Background: an optimization exercise with open tools, aiming at small area and a short achievable clock period. Do not read the settings as production practice. At most, simulation tests tie the RTL to the original design; equivalence was not proved. Only the layout flow was run in runs 2 and 3; the RTL was not checked for function there.

$ cat design/flow/run.sh
#!/bin/bash
# synth_recipe.tcl (not shown) runs the flow's synth.tcl, then flattens the netlist and writes it again
# the make line also repeats each setting of config.mk as NAME=value (left out here)
make -C /OpenROAD-flow-scripts/flow DESIGN_CONFIG=/design/flow/config.mk WORK_HOME=/design/flow/orfs CLKGATE_MAP_FILE= SYNTH_SCRIPT=/design/flow/synth_recipe.tcl finish
$ cat design/flow/config.mk
export PLATFORM = sky130hd
export DESIGN_NAME = lc_stream
export DESIGN_NICKNAME = lc_stream
export VERILOG_FILES = /design/flow/design.v
export SDC_FILE = /design/flow/constraint.sdc
export NUM_CORES = 4
export LEC_CHECK = 0
export CAP_MARGIN = 20
export CORE_MARGIN = 2
export CORE_UTILIZATION = 40
export SLEW_MARGIN = 20
$ cat design/flow/constraint.sdc
create_clock -name core_clock -period 22.0 [get_ports {clk}]
set_input_delay 4.4000 -clock core_clock [delete_from_list [all_inputs] [get_ports {clk}]]
set_output_delay 4.4000 -clock core_clock [all_outputs]
set_load 0.01 [all_outputs]
$ cat design/flow/design.v
module lc_binarizer #(
    parameter W = 12
) (
    input  wire [8*W-1:0] rd,
    output reg  [7:0]     pat
);
    reg [W-1:0] mn, mx, r;
    reg [W:0]   s;
    integer i;
    always @(*) begin
        mn = rd[8*W-1 -: W];
        mx = rd[8*W-1 -: W];
        for (i = 1; i < 8; i = i + 1) begin
            r = rd[W*(8-i)-1 -: W];
            if (r < mn) mn = r;
            if (r > mx) mx = r;
        end
        s = {1'b0, mn} + {1'b0, mx};
        for (i = 0; i < 8; i = i + 1) begin
            r = rd[W*(8-i)-1 -: W];
            pat[7-i] = ({r, 1'b0} >= s);
        end
    end
endmodule
module lc_lut_rom (
    input  wire [7:0] pat,
    output reg  [7:0] pos
);
    always @(*) begin
        case (pat)
            8'h18: pos = 8'h00;
            8'h10: pos = 8'h02;
            8'h38: pos = 8'h02;
            8'h08: pos = 8'hFE;
            8'h1C: pos = 8'hFE;
            8'h30: pos = 8'h03;
            8'h0C: pos = 8'hFD;
            8'h20: pos = 8'h04;
            8'h70: pos = 8'h04;
            8'h04: pos = 8'hFC;
            8'h0E: pos = 8'hFC;
            8'h60: pos = 8'h05;
            8'hE0: pos = 8'h05;
            8'h06: pos = 8'hFB;
            8'h07: pos = 8'hFB;
            8'h40: pos = 8'h06;
            8'hF0: pos = 8'h06;
            8'h02: pos = 8'hFA;
            8'h0F: pos = 8'hFA;
            8'hC0: pos = 8'h07;
            8'h03: pos = 8'hF9;
            8'h80: pos = 8'h08;
            8'h01: pos = 8'hF8;
            default: pos = 8'h80;
        endcase
    end
endmodule
module lc_stream (
    input  wire        clk,
    input  wire        rst,
    input  wire        in_valid,
    input  wire [95:0] in_rd,
    output reg         out_valid,
    output reg  [7:0]  out_pat,
    output reg  [7:0]  out_pos
);
    localparam [7:0] UNDEF = 8'h80;
    reg        v_q;
    reg [95:0] rd_q;
    reg [7:0]  last_q;
    wire [7:0] pat;
    wire [7:0] lk_pos;
    lc_binarizer #(.W(12)) u_bin (.rd(rd_q), .pat(pat));
    lc_lut_rom u_rom (.pat(pat), .pos(lk_pos));
    wire [7:0] resolved = (lk_pos == UNDEF) ? last_q : lk_pos;
    always @(posedge clk) begin
        rd_q <= in_rd;
        if (rst) begin
            v_q       <= 1'b0;
            out_valid <= 1'b0;
            last_q    <= 8'h00;
        end else begin
            v_q       <= in_valid;
            out_valid <= v_q;
            if (v_q) begin
                out_pat <= pat;
                out_pos <= resolved;
                last_q  <= resolved;
            end
        end
    end
endmodule
==> results_dict.tcl, run 1 <==
set metrics [dict create \
    ys_top_cells_by_area "ha_1, dfxtp_1, mux2_2, a21oi_1, inv_1" \
    slew_violations 0 \
    rsz0062_at_grt "no" \
    n_antenna_cell 0 \
    die_x_um 175.0 \
    critPathRequiredTime_ns 22.32 \
    worstPathArrival_ns 20.61 \
    die-area_sq_um 30610 \
    highest_layer "met4" \
    relSlewSlack_pct 50.91 \
    synth_top_area_share_pct 23.97 \
    wl_met3_um 1287 \
    fin_area_sq_um 14610 \
    nNetsFinal 1876 \
    hp-class "reg2reg" \
    postRouteAntennaNets 0 \
    crit_top_cell "a21oi_1" \
    crit_fanout 13 \
    setup_viol 0 \
    coreArea_sq_um 28780 \
    cap_violations 0 \
    htreeDepth 4 \
    synth-edff-count 16 \
    async_flop_share_pct 0 \
    num-fill-cells 2742 \
    synth_top_area_cell "ha_1" \
    route.detailed.drc 0 \
    grt_pass1_vias 10211 \
    synth_flop_cell "dfxtp_1" \
    grt_pass1_wl_um 53100 \
    critPathKind "reg2reg" \
    antenna_found_initial 0 \
    drt_first_pass_iters 5 \
    whs_ns 0.4922 \
    place_hpwl_um 26810 \
    grt_max_degree 19 \
    final_layout_size_suffix_gt1_share_pct 14.44 \
    start_kind "flop" \
    place_congestion 0.8941 \
    ys_ff_latch 122 \
    start_util_pct 40.62 \
    grt-ovfl-total 0 \
    first_iter_violations 706 \
    seq_area_frac_synth_pct 22.26 \
    status "no timing/DRC/antenna violations" \
    wl_met2_um 15080 \
    clock_sinks 122 \
    period_minus_slack_ns 20.29 \
    insertion_delay_ns 0.43 \
    stdcell_count 1949 \
    synth_warnings 3 \
    dp_cells 1915 \
    rows 62 \
    cts_buffers 17 \
    critical_path.top_delay_family "compound AO/OA/AOI/OAI gates" \
    timing.fmax_ghz 0.04929 \
    fin_crit_sh_pct 92.23 \
    slowest_delay_ns 0.47 \
    root_buffer "clkbuf_16" \
    netlist_instances 1355 \
    die_height_um 175.0 \
    clockBufferDepth 2 \
    hold_violations 0 \
    wl_met1_um 16160 \
    worst_pin_slew_ns 0.7311 \
    wl_per_cell_um 16.91 \
    path_clk_slew_ns 0.06 \
    track_usage_pct 21.80 \
    postPlaceCellArea_sq_um 13950 \
    io_buffers 115 \
    setup.worst_path.end_class "flop" \
    critical_path_buf_inv_count 16 \
    setup_tns_ns 0 \
    synth_area_per_cell_sq_um 8.628 \
    vias_per_cell 5.326 \
    num_vias 10381 \
    crit_slowest_cell "xor2_2" \
    finClkSkew_ns 0.01047 \
    synth_area_sq_um 11690 \
    areaGrowthSynthToFinish_pct 24.98 \
    cts_tree "built" \
    ioPinCount 116 \
    synth_cell_type_count 85 \
    synth_nets 1679 \
    wirelength_um 32960 \
]
==> layer usage <==
metal / track usage [%] / up-vias
met5: 0 / -
met4: 5.382 / 0
met3: 2.654 / 26
met2: 36.10 / 238
met1: 30.12 / 4815
li1: - / 5302
==> synthesized netlist by cell type, drive strengths merged (6+ instances only) <==
library cell  instances
xnor2                16
nand2                64
mux2i                43
and3                  9
edfxtp               16
nor2                 83
nand3                13
a211oi               10
buf                   9
mux2                 51
o21ai                71
and4                  6
clkbuf               30
nor3                 20
inv                 143
nand4                25
maj3                 27
o31ai                14
ha                  224
nor2b                30
or3                   7
dfxtp               106
a21oi               110
a31oi                 7
o21a                 60
a21o                 34
or2                  15
nand2b               26
==> cell type report <==
cell class              count  area [sq um]  share of cell area, %
multi-input cells        1050          8489                  58.10
flip-flops and latches    122          2603                  17.81
repair buffers            217          1954                  13.38
inverters                 144         540.5                  3.699
well taps                 384         480.5                  3.288
clock buffers              17         425.4                  2.911
clock inverters            15         118.9                 0.8135
==> worst paths after layout <==
check,slack [ns],cells after the start,startpoint,end
setup reg to reg,1.71,112,rd_q[94],last_q[1]
hold reg to reg,0.49,2,last_q[0],last_q[0]
hold / removal,0.49,2,last_q[0],last_q[0]
setup / recovery,1.71,112,rd_q[94],last_q[1]
==> cells in the final DEF, fill, tap and decap left out, drive strengths merged, types with 4 or more instances in the layout <==
cell / netlist / layout
nand2b: 26 / 26
ha: 224 / 224
dfxtp: 106 / 106
mux2i: 43 / 43
a211o: 5 / 5
a21oi: 110 / 110
edfxtp: 16 / 16
and4: 6 / 6
o31ai: 14 / 14
mux2: 51 / 51
clkdlybuf4s50: 0 / 115
nand2: 64 / 64
xor2: 4 / 4
or2: 15 / 15
o21a: 60 / 60
inv: 143 / 147
nor2b: 30 / 30
o211a: 4 / 4
clkinv: 1 / 8
nor3: 20 / 20
and3: 9 / 9
maj3: 27 / 27
o21ai: 71 / 71
buf: 9 / 102
o211ai: 5 / 5
nand3: 13 / 13
xnor2: 16 / 16
clkbuf: 30 / 17
a2111oi: 5 / 5
o22ai: 4 / 4
nand4: 25 / 25
nor2: 83 / 83
a211oi: 10 / 10
a31oi: 7 / 7
clkinvlp: 0 / 4
a21o: 34 / 34
or3: 7 / 7
a21boi: 4 / 4
and2: 5 / 5
o21bai: 4 / 4
==> flip-flops by register name (all words and copies together) (netlist names) <==
signal / flops
out_pat: 8
out_valid: 1
last_q: 8
out_pos: 8
v_q: 1
rd_q: 96
==> cells by family after synthesis <==
logic type                 count (synthesis)  synth area share [%]
and+or+nand+nor                          314                 14.07
xor gates and xnor gates                  20                 1.498
adders and majority gates                252                 26.46
buffers and inverters                    183                 6.079
DFF                                      122                 22.26
muxes                                     94                 8.626
AOI/OAI and AO/OA                        370                 21.01
==> metrics by stage <==
step	util [%]	setup slack, ns
CTS	50.36	0.4256
floorplan	-	1.546
global placement	48.47	0.8739
global route	50.77	0.008605
detailed placement	48.47	0.5408
finish	50.77	1.710
==> timing repair <==
action                                  in CTS  in global routing
endpoints found under the setup margin       0                 24
endpoints found under the hold margin        0                  0
hold buffers                                 0                  0
resized for setup                            0                 24
setup buffers                                0                  2
==> worst register-to-register path, delay by kind of cell (launching register included) <==
| kind | cells | cell delay (ns) |
|---|---|---|
| buffers and inverters | 16 | 2.47 |
| XOR/XNOR | 1 | 0.47 |
| AO/OA/AOI/OAI | 50 | 9.15 |
| adder cells (fa/ha/maj) | 13 | 3.71 |
| AND/OR/NAND/NOR | 26 | 2.36 |
| flip-flops | 1 | 0.37 |
| multiplexers | 6 | 1.58 |
==> run 2, diff against run 1 <==
--- a/design/flow/design.v
+++ b/design/flow/design.v
@@ -6,18 +6,46 @@
 );
-    reg [W-1:0] mn, mx, r;
+    reg [W-1:0] r [0:7];
+    reg         lt [0:7][0:7];    
+    reg [7:0]   is_mn, is_mx;
+    reg [W-1:0] mn, mx;
     reg [W:0]   s;
-    integer i;
+    integer i, j;
+    function automatic lt_f(input [W:0] a, input [W:0] b, input integer n);
+        reg l;
+        integer k;
+        begin
+            l = 1'b0;
+            for (k = 0; k < n; k = k + 1)
+                l = (~a[k] & b[k]) | (~a[k] & l) | (b[k] & l);
+            lt_f = l;
+        end
+    endfunction
     always @(*) begin
-        mn = rd[8*W-1 -: W];
-        mx = rd[8*W-1 -: W];
-        for (i = 1; i < 8; i = i + 1) begin
-            r = rd[W*(8-i)-1 -: W];
-            if (r < mn) mn = r;
-            if (r > mx) mx = r;
+        for (i = 0; i < 8; i = i + 1)
+            r[i] = rd[W*(8-i)-1 -: W];
+        for (i = 0; i < 8; i = i + 1)
+            for (j = 0; j < 8; j = j + 1)
+                lt[i][j] = (i < j) ? lt_f({1'b0, r[i]}, {1'b0, r[j]}, W) : 1'b0;
+        for (i = 0; i < 8; i = i + 1) begin
+            is_mn[i] = 1'b1;
+            is_mx[i] = 1'b1;
+            for (j = 0; j < 8; j = j + 1) begin
+                if (j < i) begin
+                    is_mn[i] = is_mn[i] & ~lt[j][i];
+                    is_mx[i] = is_mx[i] &  lt[j][i];
+                end else if (j > i) begin
+                    is_mn[i] = is_mn[i] &  lt[i][j];
+                    is_mx[i] = is_mx[i] & ~lt[i][j];
+                end
+            end
+        end
+        mn = {W{1'b0}};
+        mx = {W{1'b0}};
+        for (i = 0; i < 8; i = i + 1) begin
+            mn = mn | ({W{is_mn[i]}} & r[i]);
+            mx = mx | ({W{is_mx[i]}} & r[i]);
         end
         s = {1'b0, mn} + {1'b0, mx};
-        for (i = 0; i < 8; i = i + 1) begin
-            r = rd[W*(8-i)-1 -: W];
-            pat[7-i] = ({r, 1'b0} >= s);
-        end
+        for (i = 0; i < 8; i = i + 1)
+            pat[7-i] = ~lt_f({r[i], 1'b0}, s, W + 1);
     end
@@ -69,3 +97,2 @@
     reg [95:0] rd_q;
-    reg [7:0]  last_q;
     wire [7:0] pat;
@@ -74,3 +101,2 @@
     lc_lut_rom u_rom (.pat(pat), .pos(lk_pos));
-    wire [7:0] resolved = (lk_pos == UNDEF) ? last_q : lk_pos;
     always @(posedge clk) begin
@@ -80,3 +106,3 @@
             out_valid <= 1'b0;
-            last_q    <= 8'h00;
+            out_pos   <= 8'h00;
         end else begin
@@ -86,4 +112,3 @@
                 out_pat <= pat;
-                out_pos <= resolved;
-                last_q  <= resolved;
+                if (lk_pos != UNDEF) out_pos <= lk_pos;
             end
--- a/design/flow/config.mk
+++ b/design/flow/config.mk
@@ -7,2 +7,3 @@
 export LEC_CHECK = 0
+export ABC_AREA = 1
 export CAP_MARGIN = 20
==> results_dict.tcl, run 2 <==
set metrics [dict create \
    finClkSkew_ns 0.009120 \
    cts_tree "built" \
    rsz0062_at_grt "no" \
    cap_violations 0 \
    setup_tns_ns 0 \
    relSlewSlack_pct 20.86 \
    root_buffer "clkbuf_16" \
    timing.fmax_ghz 0.1204 \
    cts_hold_buffers 0 \
    num_vias 15234 \
    synth_warnings 5 \
    setup_viol 0 \
    critPathKind "reg2reg" \
    cts_buffers 9 \
    ys_ff_latch 112 \
    setup.worst_path.end_class "flop" \
    reg2reg_setup_slack_ns 13.69 \
    insertion_delay_ns 0.40 \
    grt_max_degree 19 \
    crit_slowest_cell "nor2_1" \
    synth-edff-count 8 \
    postRouteAntennaNets 0 \
    critPathRequiredTime_ns 22.33 \
    whs_endpoint "out_pos[3]" \
    final_common_cell "nand2_1" \
    start_kind "flop" \
    reg2reg_depth 53 \
    seq_area_frac_synth_pct 19.91 \
    ys_top_cells_by_count "nand2_1, inv_1, nand3_1" \
    drt_first_pass_iters 6 \
    track_usage_pct 38.49 \
    largest_reg_flops 96 \
    whs_ns 0.4747 \
    die_x_um 174.8 \
    die-area_sq_um 30540 \
    slew_violations 0 \
    dp_cells 2456 \
    reg_top3 "rd_q: 96 flops, out_pat: 8 flops, out_pos: 6 flops" \
    vias_per_cell 6.163 \
    clockBufferDepth 2 \
    timing.rr.start "rd_q[61]" \
    synth_cell_type_count 41 \
    grt_pass1_vias 13682 \
    route.detailed.drc 0 \
    path_clk_slew_ns 0.07 \
    synth.most_common_cell "nand2_1" \
    clock_sinks 112 \
    slowest_delay_ns 0.80 \
    rows 62 \
    stdcell_count 2472 \
    synth_top_area_share_pct 19.47 \
    start_util_pct 40.64 \
    worst_pin_slew_ns 1.183 \
    min_from "out_pos[3]" \
    grt_pass1_wl_um 88540 \
    fin_area_sq_um 13220 \
    nNetsFinal 2195 \
    synth_area_sq_um 11660 \
    ioPinCount 116 \
    postPlaceCellArea_sq_um 12920 \
    crit_fanout 11 \
    ctsResizeCount 0 \
    ys_top_cells_by_area "nand2_1, dfxtp_1, o221ai_1, inv_1, nand3_1" \
    first_iter_violations 3027 \
    worstPathArrival_ns 8.64 \
    status "no timing/DRC/antenna violations" \
    netlist_instances 2063 \
    async_flop_share_pct 0 \
    antenna_found_initial 1 \
    die_height_um 174.8 \
    coreArea_sq_um 28700 \
    place_hpwl_um 44150 \
    fin_crit_sh_pct 37.76 \
    synth_nets 2175 \
    areaGrowthSynthToFinish_pct 13.29 \
    final_cell_mix "nand2_1, inv_1, nand3_1" \
    synth_area_per_cell_sq_um 5.654 \
    hold_violations 0 \
    synth_flop_cell "dfxtp_1" \
    synth_top_area_cell "nand2_1" \
    r2r-end "out_pos[7]" \
    wl_per_cell_um 24.17 \
    wirelength_um 59750 \
    crit_top_cell "nand2_1" \
    htreeDepth 3 \
    period_minus_slack_ns 8.307 \
    cts_setup_buffers 0 \
    final_layout_size_suffix_gt1_share_pct 5.942 \
    place_congestion 1.015 \
    hp-class "reg2reg" \
    regMostFlops "rd_q" \
    io_buffers 115 \
    post-route-util_pct 46.04 \
    hold_path_depth 2 \
    grt-ovfl-total 0 \
]
-- run 2: changes by cell type after synthesis, sizes merged, moves of 60 or more --
| cell | delta |
|---|---|
| nand2 | +587 |
| nand3 | +213 |
| ha | -212 |
| inv | +173 |
| o22ai | +162 |
| o221ai | +131 |
| nor2 | +100 |
| a21oi | -74 |
| clkbuf | +67 |
| o21a | -60 |
-- run 2: worst max-delay path by stage --
stage / to / start / slack, ns / cells past startpoint
after CTS: out_pos[7] / rd_q[61] / 14.12 / 53
after global routing: out_pos[7] / rd_q[61] / 13.19 / 53
after global placement: out_pos[2] / rd_q[61] / 13.96 / 52
final: out_pos[7] / rd_q[61] / 13.69 / 53
after floorplan: out_pos[0] / rd_q[38] / 16.75 / 52
after detailed placement: out_pos[6] / rd_q[61] / 14.15 / 53
-- run 2: per-layer routing --
layer,global-route usage (%),part of all wire (%),vias to the layer above
li1,-,-,6888
met1,55.46,42,6879
met2,54.71,40,1264
met3,9.443,14,203
met4,14.79,4.1,0
met5,0,0,-
-- run 2: cells by family (layout without fill, tap and decap cells) --
kind of cell    count (synthesis)  after routing  share of synthesized area [%]
flops                         112            112                          19.91
other cells                     0              1                              0
compound gates                391            391                          23.13
simple gates                 1078           1078                          39.98
buf+inv                       469            493                          15.53
fa+ha+maj                      13             13                          1.459
-- run 2: area by class of cell --
| class | count | area (sq um) |
|---|---|---|
| inverters | 349 | 1318 |
| clock buffers | 11 | 242.7 |
| fillers | 3097 | 15490 |
| multi-input cells | 1482 | 7541 |
| well taps | 384 | 480.5 |
| clock inverters | 4 | 52.55 |
| repair buffers | 129 | 1256 |
| flip-flops and latches | 112 | 2322 |
| diodes | 1 | 2.502 |
-- run 2: stage by stage --
stage / setup slack (ns)
after detailed placement: 14.15
after CTS: 14.12
final: 13.69
after global routing: 13.19
after floorplan: 16.75
after global placement: 13.96
-- run 2: critical path: cells and delay by family (launching register included) --
kind | cells | cell delay [ns]
buffers and inverters | 4 | 0.52
adder cells (fa/ha/maj) | 2 | 0.72
flip-flops | 1 | 0.67
AO/OA/AOI/OAI | 7 | 1.74
AND/OR/NAND/NOR | 40 | 4.55
==> run 3, diff against run 2 <==
--- a/design/flow/design.v
+++ b/design/flow/design.v
@@ -13,9 +13,15 @@
     function automatic lt_f(input [W:0] a, input [W:0] b, input integer n);
-        reg l;
-        integer k;
+        reg [W:0] g, l;
+        integer k, step;
         begin
-            l = 1'b0;
-            for (k = 0; k < n; k = k + 1)
-                l = (~a[k] & b[k]) | (~a[k] & l) | (b[k] & l);
-            lt_f = l;
+            for (k = 0; k <= W; k = k + 1) begin
+                g[k] = a[k] & ~b[k];
+                l[k] = ~a[k] & b[k];
+            end
+            for (step = 1; step < n; step = step * 2)
+                for (k = 0; k + step < n; k = k + 2 * step) begin
+                    g[k] = g[k + step] | (~l[k + step] & g[k]);
+                    l[k] = l[k + step] | (~g[k + step] & l[k]);
+                end
+            lt_f = l[0];
         end
==> results_dict.tcl, run 3 <==
set metrics [dict create \
    crit_slowest_cell "nor3_1" \
    timing.rr.start "rd_q[62]" \
    track_usage_pct 41.02 \
    slowest_delay_ns 0.93 \
    setup.worst_path.end_class "flop" \
    ioPinCount 116 \
    netlist_instances 2249 \
    worst_pin_slew_ns 1.189 \
    first_iter_violations 2926 \
    timing.fmax_ghz 0.1286 \
    die_height_um 180.2 \
    regMostFlops "rd_q" \
    cts_setup_buffers 0 \
    areaGrowthSynthToFinish_pct 12.98 \
    path_clk_slew_ns 0.09 \
    async_flop_share_pct 0 \
    synth_top_area_share_pct 18.61 \
    grt_pass1_wl_um 100100 \
    hold_path_depth 2 \
    wl_per_cell_um 25.68 \
    ys_top_cells_by_count "nand2_1, nor2_1, nand3_1" \
    start_util_pct 40.62 \
    vias_per_cell 6.473 \
    postRouteAntennaNets 0 \
    hold_violations 0 \
    cts_tree "built" \
    route.detailed.drc 0 \
    crit_fanout 11 \
    synth_cell_type_count 46 \
    nNetsFinal 2391 \
    synth_nets 2361 \
    synth.most_common_cell "nand2_1" \
    whs_ns 0.4815 \
    rsz0062_at_grt "no" \
    setup_tns_ns 0 \
    ctsResizeCount 0 \
    synth_warnings 5 \
    clock_sinks 112 \
    reg_top3 "rd_q: 96 flops, out_pat: 8 flops, out_pos: 6 flops" \
    whs_endpoint "out_pos[1]" \
    clockBufferDepth 2 \
    place_congestion 1.120 \
    seq_area_frac_synth_pct 18.69 \
    coreArea_sq_um 30590 \
    ys_ff_latch 112 \
    ys_top_cells_by_area "nand2_1, dfxtp_1, nor2_1, nand3_1, inv_1" \
    place_hpwl_um 52420 \
    fin_crit_sh_pct 35.36 \
    grt-ovfl-total 0 \
    min_from "out_pos[1]" \
    synth-edff-count 8 \
    synth_area_per_cell_sq_um 5.524 \
    rows 64 \
    insertion_delay_ns 0.42 \
    dp_slack_ns 14.64 \
    synth_area_sq_um 12420 \
    grt_pass1_vias 15730 \
    start_kind "flop" \
    final_layout_size_suffix_gt1_share_pct 4.553 \
    cap_violations 0 \
    num_vias 17347 \
    antenna_found_initial 0 \
    finClkSkew_ns 0.01889 \
    post-route-util_pct 45.89 \
    critPathKind "reg2reg" \
    setup_viol 0 \
    period_minus_slack_ns 7.778 \
    htreeDepth 3 \
    synth_top_area_cell "nand2_1" \
    worstPathArrival_ns 8.11 \
    status "no timing/DRC/antenna violations" \
    reg2reg_depth 36 \
    relSlewSlack_pct 20.43 \
    final_common_cell "nand2_1" \
    die_x_um 180.2 \
    r2r-end "out_pos[6]" \
    io_buffers 115 \
    slew_violations 0 \
    synth_flop_cell "dfxtp_1" \
    wirelength_um 68830 \
    reg2reg_setup_slack_ns 14.22 \
    setup_slack_ns 14.22 \
    final_cell_mix "nand2_1, nor2_1, nand3_1" \
    n_antenna_cell 0 \
    cts_hold_buffers 0 \
    cts_buffers 9 \
    root_buffer "clkbuf_16" \
    largest_reg_flops 96 \
    die-area_sq_um 32490 \
    grt_max_degree 23 \
    hp-class "reg2reg" \
    drt_first_pass_iters 9 \
    crit_top_cell "nand2_1" \
    critPathRequiredTime_ns 22.33 \
]
run 3: per-stage QoR:
step                      area [sq um]  std cells
after detailed placement         13700       2664
final                            14040       2680
after CTS                        14040       2680
after global routing             14040       2680
after global placement           13690       2663
after floorplan                  12420       2249
run 3: cells by family (layout without fill, tap and decap cells):
logic type	after synthesis	in the layout	synth area share, %
flip-flops	112	112	18.69
AND/OR/NAND/NOR	1296	1296	45.34
buffers and inverters	373	408	11.93
AO/OA/AOI/OAI	455	455	22.67
adder cells (fa/ha/maj)	13	13	1.370
run 3: layout make-up:
| class | instances | area [sq um] |
|---|---|---|
| Fill cell | 3253 | 16550 |
| Multi-Input combinational cell | 1764 | 8620 |
| Sequential cell | 112 | 2322 |
| Timing Repair Buffer | 134 | 1294 |
| Inverter | 258 | 968.4 |
| Tap cell | 396 | 495.5 |
| Clock buffer | 9 | 225.2 |
| Clock inverter | 7 | 112.6 |
run 3: worst max-delay path, delay by kind of cell, from the launching register on:
family | cells | cell delay (ns)
compound gates | 6 | 1.65
fa+ha+maj | 2 | 0.54
buf+inv | 3 | 0.80
flops | 1 | 0.72
simple gates | 25 | 3.97
run 3: how the worst max path moves through the flow:
stage / endpoint / cells after the start / from / slack (ns)
finish: out_pos[6] / 36 / rd_q[62] / 14.22
global route: out_pos[1] / 40 / rd_q[3] / 13.70
CTS: out_pos[6] / 36 / rd_q[62] / 14.60
detailed placement: out_pos[6] / 36 / rd_q[3] / 14.64
global placement: out_pos[7] / 36 / rd_q[62] / 14.44
floorplan: out_pat[0] / 1 / rst / 16.85
run 3: per-layer routing:
metal  vias up  track usage, %  share of wire, %  wire, um
li1       7621               -                 -         -
met1      7914           55.83                40     27280
met2      1514           57.50                39     26950
met3       298           14.29                16     10680
met4         0           19.26               5.7      3919
met5         -               0                 0         0

## separate check: timing with driven ports
No port has a modelled driver above. Below, the same layouts with a new extraction and two added sets of constraints. Step 1 (the two cells are an assumption about what drives the block):
set clk [get_ports {clk}]
set_driving_cell -lib_cell sky130_fd_sc_hd__clkbuf_16 $clk
set_driving_cell -lib_cell sky130_fd_sc_hd__buf_2 [delete_from_list [all_inputs] $clk]
Step 2, shift: input delay + t, output delay - t, t = (earliest + latest rising clock arrival at the registers) / 2. This alone moves slack from input paths to output paths. Three values: ideal, step 1, step 2; two values: the first two.
run	t, ns	setup WS [ns]	worst register clock-pin slew, ns
run 1	0.473	1.710 / 1.710 / 1.710	0.07 / 0.07
run 2	0.450	13.693 / 13.693 / 13.693	0.08 / 0.08
run 3	0.455	14.221 / 14.221 / 14.221	0.10 / 0.10
After both steps every run listed still meets setup and hold.
